Source: an optimization exercise on an open RTL-to-GDS flow (aim: small area and a short achievable clock period). Production flows keep margins and buffers that such runs may drop.
In this exercise RTL edits were held to simulation tests only and were not proved equivalent to the original.
No driver is modelled on the clock port, so clock power and skew are understated where the tree is cut down; a real chip needs a root buffer or a tree.
Power is estimated from default activity; no workload was simulated.

Setup of job 7499:
Design crc_link, start of the top module:
module crc_link (
    input  wire        clk,
    input  wire        rst,
    input  wire        op_valid,
    input  wire [3:0]  op_code,
    input  wire [7:0]  op_arg,
    input  wire        tick,
    output wire [5:0]  stat,          
    output wire [2:0]  op_status,
    output reg  [15:0] crc,
    output reg  [2:0]  rx_err,
    output reg  [7:0]  rx_len,
    output wire [15:0] rx_crc_calc,
    output wire [15:0] rx_crc_recv,
    output wire        txm_re,
    output wire [7:0]  txm_addr,
    input  wire [7:0]  txm_rdata,
    output wire        rxm_we,
    output wire [8:0]  rxm_addr,
    output wire [7:0]  rxm_wdata,
    output wire        txd,
    input  wire        rxd
);
Size in the first run: ~230 flip-flops, about 120 I/O pins, about 0.011 mm² of cells after synthesis.
==> flow/config.mk <==
export PLATFORM = sky130hd
export DESIGN_NAME = crc_link
export DESIGN_NICKNAME = crc_link
export VERILOG_FILES = /design/flow/design.v
export SDC_FILE = /design/flow/constraint.sdc
export NUM_CORES = 4
export LEC_CHECK = 0
export ABC_CLOCK_PERIOD_IN_PS = 2000
export CAP_MARGIN = 20
export CORE_MARGIN = 2
export CORE_UTILIZATION = 65
export SETUP_SLACK_MARGIN = 2.7
export SLEW_MARGIN = 20
==> flow/constraint.sdc <==
create_clock -name core_clock -period 4.5 [get_ports {clk}]
set_input_delay 0.9000 -clock core_clock [delete_from_list [all_inputs] [get_ports {clk}]]
set_output_delay 0.9000 -clock core_clock [all_outputs]
set_load 0.01 [all_outputs]
standard.sh (not shown) runs the stock make flow with config.mk's settings and CLKGATE_MAP_FILE= SYNTH_SCRIPT=/design/flow/synth_recipe.tcl, a recipe that flattens the netlist after the stock synthesis.
==> flow/flow/run.sh <==
#!/bin/bash
# Layout: the standard ORFS flow (standard.sh), with these changes passed
# to ORFS through the environment:
#  - the port buffers that buffer_ports inserts during global placement are
#    sky130_fd_sc_hd__buf_1 (timing repair still resizes them as needed)
#    instead of the flow's default pick, clkdlybuf4s50_1;
#  - the clock tree is built by flow/pre_cts.tcl (ORFS's PRE_CTS_TCL hook):
#    two levels of clkbuf_16 in place of TritonCTS's three.
# The whole make output goes to standard_flow.log; ORFS keeps each step's
# own log under orfs/logs/.
set -euo pipefail
cd "$(dirname "$0")/.."
export BUFFER_PORTS_ARGS="-buffer_cell sky130_fd_sc_hd__buf_1"
export PRE_CTS_TCL="$PWD/flow/pre_cts.tcl"
bash standard.sh finish > standard_flow.log 2>&1
==> flow/flow/pre_cts.tcl <==
# ORFS PRE_CTS hook: build the clock tree by hand (manual_cts.tcl) with four
# root clkbuf_16 on the clock port, each driving the leaf clkbuf_16 of about
# a quarter of the die, and one leaf per cluster of about 28 flip-flops.
# TritonCTS's clock_tree_synthesis then has nothing left to do, so it is
# replaced by a no-op; the rest of ORFS's cts step (placement legalization,
# timing repair) runs as usual.
set ::env(CTS_ROOTS) 4
set ::env(CTS_LEAF_SINKS) 28
source [file join [file dirname [info script]] manual_cts.tcl]
manual_cts_build
set_propagated_clock [all_clocks]
proc clock_tree_synthesis { args } {
  puts "clock_tree_synthesis skipped: the clock tree was built by pre_cts.tcl"
}
Other scripts of this flow, unchanged in this note and not shown: flow/flow/manual_cts.tcl
Inputs modified between job 7499 and job 2971:
- a change of SETUP_SLACK_MARGIN from 2.7 to 2.5
Findings:
Job 2971 supports a higher top clock frequency than job 7499.
Total power (lower): job 2971
Relative to job 7499, wire length decreased by 2800 µm in job 2971.
Job 2971 and job 7499 ended up with nearly the same total clock network power.
Measured against each other, job 2971 and job 7499 differ in global-route usage, the higher figure coming from job 7499.
Where smallest setup slack after layout is concerned, job 7499 is outperformed by job 2971.
Higher cell count goes to job 7499 over job 2971.
Per the final summary, job 2971 finished and its layout is clean on timing, DRC and antenna.
The post-route worst hold slack of job 2971 is lower than that of job 7499.
Clock skew after layout: job 2971 worse than job 7499
Job 2971 ended up with a lower core utilization than job 7499 did.
Lower minimum clock period after layout among job 2971 and job 7499: job 2971
Inputs modified between job 2971 and job 8975:
- SETUP_SLACK_MARGIN: 2.5 -> 2.4
diff --git a/flow/flow/pre_cts.tcl b/flow/flow/pre_cts.tcl
--- a/flow/flow/pre_cts.tcl
+++ b/flow/flow/pre_cts.tcl
@@ -8,0 +9,2 @@
+set ::env(CTS_ROOT_CELL) sky130_fd_sc_hd__buf_12
+set ::env(CTS_LEAF_CELL) sky130_fd_sc_hd__buf_12
Notes after the runs:
- The path type of the worst setup path comes out input port to flip-flop in one run and flip-flop to primary output in the other, namely in job 8975 and job 2971 respectively.
- Relative to job 2971, the wire length of job 8975 is lower by 6.5%.
- Count of sequential standard cells of job 8975 is on par with job 2971.
- Multi-input combinational cell count of job 8975 exceeds that of job 2971 slightly.
- Job 2971 → job 8975: final cycle utilization of the critical path increased 0.98 points, number of iterations in the first detailed-routing pass increased 1, wire length of the first global-routing pass decreased about 4.3%.
The following lists how job 400 was set up differently from job 8975:
- setting ABC_AREA to 1 for the first time
- removing ABC_CLOCK_PERIOD_IN_PS (formerly 2000)
diff --git a/flow/flow/pre_cts.tcl b/flow/flow/pre_cts.tcl
--- a/flow/flow/pre_cts.tcl
+++ b/flow/flow/pre_cts.tcl
@@ -9,2 +8,0 @@
-set ::env(CTS_ROOT_CELL) sky130_fd_sc_hd__buf_12
-set ::env(CTS_LEAF_CELL) sky130_fd_sc_hd__buf_12
The overall routed net length number comes out higher for job 400 vs job 8975.
Diff job 8975 -> job 400 | detailed-routed wire length on met2 | down by a few percent
Final cell count without fillers up 20% in job 400 wrt job 8975
No run of this note takes its clock network from TritonCTS; it comes from the design's own scripts or RTL.

* * *

== lane 1 ==
The RTL this note starts from:
==> flow/design.v <==
module crc16_tab (
    input  wire [7:0]  x,
    output wire [15:0] t
);
    wire a = x[0] ^ x[4];
    wire b = x[1] ^ x[5];
    wire c = x[2] ^ x[6];
    wire d = x[3] ^ x[7];
    assign t = {d, c, b, a ^ x[7], x[6], x[5], x[4], d,
                c ^ x[7], b ^ x[6], a ^ x[5], x[4], d, c, b, a};
endmodule
module crc16_step (
    input  wire [15:0] crc_in,
    input  wire [7:0]  data,
    output wire [15:0] crc_out
);
    wire [15:0] t;
    crc16_tab u_tab (.x(crc_in[15:8] ^ data), .t(t));
    assign crc_out = t ^ {crc_in[7:0], 8'h00};
endmodule
module crc_link (
    input  wire        clk,
    input  wire        rst,
    input  wire        op_valid,
    input  wire [3:0]  op_code,
    input  wire [7:0]  op_arg,
    input  wire        tick,
    output wire [5:0]  stat,          
    output wire [2:0]  op_status,
    output reg  [15:0] crc,
    output reg  [2:0]  rx_err,
    output reg  [7:0]  rx_len,
    output wire [15:0] rx_crc_calc,
    output wire [15:0] rx_crc_recv,
    output wire        txm_re,
    output wire [7:0]  txm_addr,
    input  wire [7:0]  txm_rdata,
    output wire        rxm_we,
    output wire [8:0]  rxm_addr,
    output wire [7:0]  rxm_wdata,
    output wire        txd,
    input  wire        rxd
);
    wire op_crc_init = op_valid && (op_code == 4'h1);
    wire op_crc_byte = op_valid && (op_code == 4'h2);
    wire op_tx_frame = op_valid && (op_code == 4'h4);
    wire op_rx_start = op_valid && (op_code == 4'h5);
    wire [15:0] crc_next;
    crc16_step u_hcrc (.crc_in(crc), .data(op_arg), .crc_out(crc_next));
    always @(posedge clk) begin
        if (rst || op_crc_init)
            crc <= 16'h0000;
        else if (op_crc_byte)
            crc <= crc_next;
    end
    reg [2:0]  tph;
    reg        tx_busy;   
    reg [7:0]  txlen;
    reg [7:0]  ta;
    reg [15:0] tcrc;
    reg [3:0]  ts;
    reg [2:0]  tbc;
    reg [8:0]  tsr;       
    reg        pay_end;   
    reg        tre;
    wire ts_idle  = (ts == 4'd9);
    wire ts_fetch = (ts == 4'd14);
    wire ts_start = (ts == 4'd15);
    wire tstep    = !ts_idle && !ts_fetch && (tbc == 3'd0);
    wire in_pay   = (tph == 3'd3) && !pay_end;
    assign txm_re   = tre;
    assign txm_addr = ta;
    assign txd      = tsr[0];
    wire [7:0] tbits  = tsr[8:1];
    wire       tbit   = tbits[tbc];
    wire       crc_on = ts_start && (((tph == 3'd3) && (ta != 8'h00)) || (tph == 3'd4));
    wire       tfb    = tcrc[15] ^ tbit;
    wire       tcfb   = crc_on && tfb;
    reg [7:0] tbyte;
    always @* begin
        case (tph)
            3'd1:    tbyte = 8'h02;
            3'd2:    tbyte = txlen;
            3'd3:    tbyte = pay_end ? tcrc[15:8] : txm_rdata;
            3'd4:    tbyte = tcrc[15:8];
            default: tbyte = 8'h03;
        endcase
    end
    always @(posedge clk) begin
        if (rst) begin
            tph     <= 3'd0;
            tx_busy <= 1'b0;
        end else if (!tx_busy) begin
            if (op_tx_frame) begin
                tph     <= 3'd1;
                tx_busy <= 1'b1;
            end
        end else if (ts_idle) begin
            if (tph == 3'd6) begin
                tph     <= 3'd0;
                tx_busy <= 1'b0;
            end
        end else if (ts_fetch && !in_pay) begin
            tph <= tph + 3'd1;
        end
        if (!tx_busy) begin
            txlen <= op_arg;
            ta    <= 8'h00;
        end else if (ts_fetch && in_pay) begin
            ta <= ta + 8'd1;
        end
        if (crc_on || !tph[2] && !(tph[1] && tph[0]))
            tcrc <= {tcrc[14:12], tcrc[11] ^ tcfb, tcrc[10:5], tcrc[4] ^ tcfb,
                     tcrc[3:0], tcfb};
        pay_end <= (ta == txlen);
        tre <= !rst && (tph == 3'd3) && !pay_end && (ts == 4'd8) && (tbc == 3'd0);
    end
    always @(posedge clk) begin
        if (rst) begin
            ts <= 4'd9;
        end else if (ts_idle) begin
            if (tx_busy && tph != 3'd6)
                ts <= 4'd14;
        end else if (ts_fetch || tbc == 3'd0) begin
            ts <= ts + 4'd1;
        end
        tbc <= ts_fetch ? 3'd7 : tbc - 3'd1;
        if (ts_fetch)
            tsr[8:1] <= tbyte;
        else if (tstep)
            tsr[8:1] <= {1'b1, tsr[8:2]};
        if (rst)
            tsr[0] <= 1'b1;
        else if (ts_fetch)
            tsr[0] <= 1'b0;
        else if (tstep)
            tsr[0] <= tsr[1];
    end
    reg       rxd_m, rxd_s;
    reg [3:0] rn;       
    reg [3:0] rb;
    reg [7:0] rdat;
    reg       push, ferr;
    always @(posedge clk) begin
        rxd_m <= rxd || rst;
        rxd_s <= rxd_m || rst;
        if (rst) begin
            rn   <= 4'd0;
            push <= 1'b0;
            ferr <= 1'b0;
        end else begin
            push <= 1'b0;
            ferr <= 1'b0;
            if (rn == 4'd0) begin
                if (!rxd_s) begin
                    rn <= 4'd1;
                    rb <= 4'd11;
                end
            end else if (rb != 4'd0) begin
                rb <= rb - 4'd1;
            end else if (rn != 4'd9) begin
                rdat <= {rxd_s, rdat[7:1]};
                rn   <= rn + 4'd1;
                rb   <= 4'd7;
            end else begin
                push <= rxd_s;
                ferr <= !rxd_s;
                rn   <= 4'd0;
            end
        end
    end
    reg [7:0] f0, f1, f2, f3, f4, f5, f6;
    reg [7:0] fdout;
    reg [3:0] fc;
    wire fifo_ne   = !fc[3];
    wire fifo_full = (fc == 4'd7);
    wire do_push   = push && !fifo_full;
    wire fifo_pop;
    wire [63:0] fsel  = {f6, f5, f4, f3, f2, f1, f0, rdat};
    wire [7:0]  fnext = fc[3] ? rdat : fsel[fc[2:0]*8 +: 8];   
    wire [3:0]  fc_d  = rst ? 4'hF : fc + {3'b000, do_push} - {3'b000, fifo_pop};
    always @(posedge clk) begin
        if (do_push) begin
            f0 <= rdat; f1 <= f0; f2 <= f1; f3 <= f2;
            f4 <= f3;   f5 <= f4; f6 <= f5;
        end
        if (fifo_pop || (push && !fifo_ne))
            fdout <= fnext;
        fc <= fc_d;
    end
    reg ferr_flag, ovr_flag, opst;
    reg rx_busy, rx_done;
    wire rx_start = op_rx_start && !rx_busy;
    wire ferr_d = !rst && (ferr || (ferr_flag && !rx_start));
    wire ovr_d  = !rst && ((push && fifo_full) || (ovr_flag && !rx_start));
    always @(posedge clk) begin
        ferr_flag <= ferr_d;
        ovr_flag  <= ovr_d;
        if (rst)
            opst <= 1'b0;
        else if (op_tx_frame)
            opst <= tx_busy;
        else if (op_rx_start)
            opst <= rx_busy;
    end
    assign op_status = {2'b00, opst};
    localparam D_H0 = 3'd0, D_H1 = 3'd1, D_PAY = 3'd2, D_CH = 3'd3,
               D_CL = 3'd4, D_END = 3'd5;
    reg [2:0]  dph;         
    reg [8:0]  rxcnt;
    reg [6:0]  rxtimer;     
    reg [15:0] rcrc_n;      
    wire [15:0] rcrc = ~rcrc_n;
    reg        f02;
    reg [7:0]  prev1_n, prev2_n;    
    reg        take;        
    reg        crc_hide;    
    reg        crc_match;   
    wire link_err = ferr_flag || ovr_flag;
    assign fifo_pop = take;
    wire [15:0] rtab;
    crc16_tab u_rtab (.x((rcrc[15:8] ^ fdout) & {8{dph == D_PAY}}), .t(rtab));
    wire [15:0] rcrc_next = rtab ^ {rcrc[7:0], 8'h00};
    reg pay_last;
    wire bad_hdr  = take && (dph == D_H1) && !f02;
    wire at_end   = take && (dph == D_END);
    wire timeout  = tick && (rxtimer == 7'h34);
    wire fin      = link_err || bad_hdr || at_end || timeout;
    wire busy_d   = !rst && (rx_busy ? !fin : op_rx_start);
    always @(posedge clk) begin
        rx_busy <= busy_d;
        take    <= busy_d && !ferr_d && !ovr_d && !fc_d[3];
        if (rst) begin
            rx_done <= 1'b0;
            rx_len  <= 8'h00;
            rx_err  <= 3'd0;
        end else if (!rx_busy) begin
            if (op_rx_start) begin
                rx_done <= 1'b0;
                rx_len  <= 8'h00;
                rx_err  <= 3'd0;
            end
        end else begin
            if (fin)
                rx_done <= 1'b1;
            if (link_err)
                rx_err <= 3'd1;
            else if (bad_hdr)
                rx_err <= 3'd3;
            else if (at_end)
                rx_err <= (fdout != 8'h03) ? 3'd5 : crc_match ? 3'd0 : 3'd4;
            else if (timeout)
                rx_err <= 3'd2;
            if (take && dph == D_H1 && f02)
                rx_len <= fdout;
        end
        if (rst || rx_start)
            crc_hide <= 1'b1;
        else if (at_end && fdout == 8'h03)
            crc_hide <= 1'b0;
        if (!rx_busy) begin
            rxcnt   <= 9'd0;
            dph     <= D_H0;
            rxtimer <= 7'h7F;
        end else begin
            if (tick)
                rxtimer <= {rxtimer[5:0], rxtimer[6] ^ rxtimer[5]};
            if (take) begin
                rxcnt <= rxcnt + 9'd1;
                pay_last <= (dph == D_H1) ? (fdout == 8'h01) : (rxcnt[7:0] == rx_len);
                if (dph != D_END) begin
                    prev1_n <= ~fdout;
                    prev2_n <= prev1_n;
                end
                case (dph)
                    D_H0: begin
                        f02  <= (fdout == 8'h02);
                        rcrc_n <= ~rcrc_next;
                        dph  <= D_H1;
                    end
                    D_H1: begin
                        rcrc_n <= ~rcrc_next;
                        dph  <= (fdout == 8'h00) ? D_CH : D_PAY;
                    end
                    D_PAY: begin
                        rcrc_n <= ~rcrc_next;
                        if (pay_last)
                            dph <= D_CH;
                    end
                    D_CH: begin
                        crc_match <= (fdout == rcrc[15:8]);
                        dph <= D_CL;
                    end
                    D_CL: begin
                        crc_match <= crc_match && (fdout == rcrc[7:0]);
                        dph <= D_END;
                    end
                    default: ;
                endcase
            end
        end
    end
    assign rx_crc_calc = ~(rcrc_n | {16{crc_hide}});
    assign rx_crc_recv = ~({prev2_n, prev1_n} | {16{crc_hide}});
    assign rxm_we    = take;
    assign rxm_addr  = rxcnt;
    assign rxm_wdata = fdout;
    assign stat = {ovr_flag, ferr_flag, fifo_ne, rx_done, rx_busy, tx_busy};
endmodule
==> flow/config.mk <==
export PLATFORM = sky130hd
export DESIGN_NAME = crc_link
export DESIGN_NICKNAME = crc_link
export VERILOG_FILES = /design/flow/design.v
export SDC_FILE = /design/flow/constraint.sdc
export NUM_CORES = 4
export LEC_CHECK = 0
export ABC_CLOCK_PERIOD_IN_PS = 2000
export CAP_MARGIN = 20
export CORE_MARGIN = 2
export CORE_UTILIZATION = 58
export SETUP_SLACK_MARGIN = 2.4
export SLEW_MARGIN = 20
==> flow/constraint.sdc <==
create_clock -name core_clock -period 4.5 [get_ports {clk}]
set_input_delay 0.9000 -clock core_clock [delete_from_list [all_inputs] [get_ports {clk}]]
set_output_delay 0.9000 -clock core_clock [all_outputs]
set_load 0.01 [all_outputs]
==> flow/flow/pre_cts.tcl <==
# ORFS PRE_CTS hook: build the clock tree by hand (manual_cts.tcl) with four
# root clkbuf_16 on the clock port, each driving the leaf clkbuf_16 of about
# a quarter of the die, and one leaf per cluster of about 28 flip-flops.
# TritonCTS's clock_tree_synthesis then has nothing left to do, so it is
# replaced by a no-op; the rest of ORFS's cts step (placement legalization,
# timing repair) runs as usual.
set ::env(CTS_ROOTS) 4
set ::env(CTS_LEAF_SINKS) 28
source [file join [file dirname [info script]] manual_cts.tcl]
manual_cts_build
set_propagated_clock [all_clocks]
proc clock_tree_synthesis { args } {
  puts "clock_tree_synthesis skipped: the clock tree was built by pre_cts.tcl"
}
Scripts as last shown in full above: flow/flow/run.sh
Other scripts of this flow, unchanged in this note and not shown: flow/flow/manual_cts.tcl
Lane 1 finished every step from synthesis to the final layout, and the layout passed the timing, design-rule and antenna checks.
diff inputs: lane 1 => lane 2
- CORE_UTILIZATION now 70, was 58
Re met2 global-route usage: lane 1 was lower than lane 2. The worst-path cell with the longest stage delay comes out sky130_fd_sc_hd__dfxtp_4 in one run and sky130_fd_sc_hd__or4b_1 in the other, namely in lane 1 and lane 2 respectively. [compare] base=lane 1 new=lane 2: number of gates on the worst path with buffers counted shows an increase of 4; routed via count divided by cell count shows an increase of 0.33; part of the cycle the worst path needs shows a reduction of 0.51 points. Relative to lane 1, the worst setup slack of lane 2 is higher by 23 ps. As far as area occupied by multi-input gates is concerned, lane 2 and lane 1 perform about the same. As far as clock group share of total power is concerned, lane 1 and lane 2 perform about the same.
Relative to lane 2, the following input files were edited for lane 3:
- CORE_UTILIZATION: 70 -> 65
-- flow/flow/pre_cts.tcl --
<<< lane 2, line 6
# timing repair) runs as usual.
set ::env(CTS_ROOTS) 4
set ::env(CTS_LEAF_SINKS) 28
source [file join [file dirname [info script]] manual_cts.tcl]
manual_cts_build
>>> lane 3, line 6
# timing repair) runs as usual.
set ::env(CTS_ROOTS) 4
set ::env(CTS_LEAF_SINKS) 24
source [file join [file dirname [info script]] manual_cts.tcl]
manual_cts_build
- Between lane 3 and lane 2, it is lane 3 whose total routing resource utilization after global routing is lower, by 1.7 points.
- The total power draw in lane 3 sits 48 uW above the value recorded for lane 2.
- | area of all placed cells without fillers | lane 3 vs lane 2 | worse |
> inputs changed (lane 3 -> lane 4)
-- flow/flow/pre_cts.tcl --
<<< lane 3, line 6
# timing repair) runs as usual.
set ::env(CTS_ROOTS) 4
set ::env(CTS_LEAF_SINKS) 24
source [file join [file dirname [info script]] manual_cts.tcl]
manual_cts_build
>>> lane 4, line 6
# timing repair) runs as usual.
set ::env(CTS_ROOTS) 4
set ::env(CTS_LEAF_SINKS) 28
source [file join [file dirname [info script]] manual_cts.tcl]
manual_cts_build
[summary]
- Going from lane 3 to lane 4, final instance area now sits at about the same level, share of the core filled with cells did not really move, post-route clock period utilization rose by 0.37 points.
- Compared to lane 3, lane 4 has data arrival time at the worst-slack endpoint 20 ps higher.
- Against lane 3 as the reference, lane 4 delivers a lower power in the clock group.
- On global-route total usage across every layer, lane 4 tracks lane 3 almost exactly.
- Diff lane 3 -> lane 4: aggregate routed wire length now smaller; final cell count now smaller.
- Across both runs, post-route met1 wirelength was higher for lane 4 than for lane 3.
No run of this note takes its clock network from TritonCTS; it comes from the design's own scripts or RTL.

[what the ideal ports hide]
The flow's constraints put no driver on any port. The routed layouts listed below were extracted and timed again, unchanged, in two steps. Step 1 (the two cells are an assumption about what drives the block):
set clk [get_ports {clk}]
set_driving_cell -lib_cell sky130_fd_sc_hd__clkbuf_16 $clk
set_driving_cell -lib_cell sky130_fd_sc_hd__buf_2 [delete_from_list [all_inputs] $clk]
Step 2 moves the port delays by t, midway between the first and last clock arrival at a register: inputs arrive t later, outputs are due t later. That takes back most of the time a late clock gives input paths. a / b / c = no drivers / after step 1 / after step 2; a / b = the first two.
| run | t, ns | setup slack, ns | hold slack, ns | worst register clock-pin slew, ns | pins driven straight from the clock port |
|---|---|---|---|---|---|
| job 7499 | 0.374 | 2.421 / 2.402 / 2.182 | 0.442 / 0.442 / 0.442 | 0.11 / 0.11 | 4 |
| job 2971 | 0.369 | 2.429 / 2.348 / 2.197 | 0.419 / 0.419 / 0.419 | 0.12 / 0.12 | 4 |
| job 8975 | 0.336 | 2.384 / 2.425 / 2.089 | 0.416 / 0.416 / 0.416 | 0.11 / 0.11 | 4 |
| job 400 | 0.378 | 2.459 / 2.394 / 2.142 | 0.412 / 0.412 / 0.412 | 0.11 / 0.11 | 4 |
| lane 1 | 0.374 | 2.439 / 2.354 / 2.207 | 0.422 / 0.422 / 0.422 | 0.11 / 0.11 | 4 |
| lane 2 | 0.370 | 2.461 / 2.413 / 2.209 | 0.417 / 0.417 / 0.417 | 0.11 / 0.11 | 4 |
| lane 3 | 0.375 | 2.478 / 2.398 / 2.188 | 0.425 / 0.425 / 0.425 | 0.11 / 0.11 | 4 |
| lane 4 | 0.380 | 2.461 / 2.383 / 2.177 | 0.428 / 0.428 / 0.428 | 0.11 / 0.11 | 4 |
After both steps every run listed still meets setup and hold. The setup slack of job 400, which loses most, moves by -0.065 ns with the drivers and by -0.317 ns with both steps.
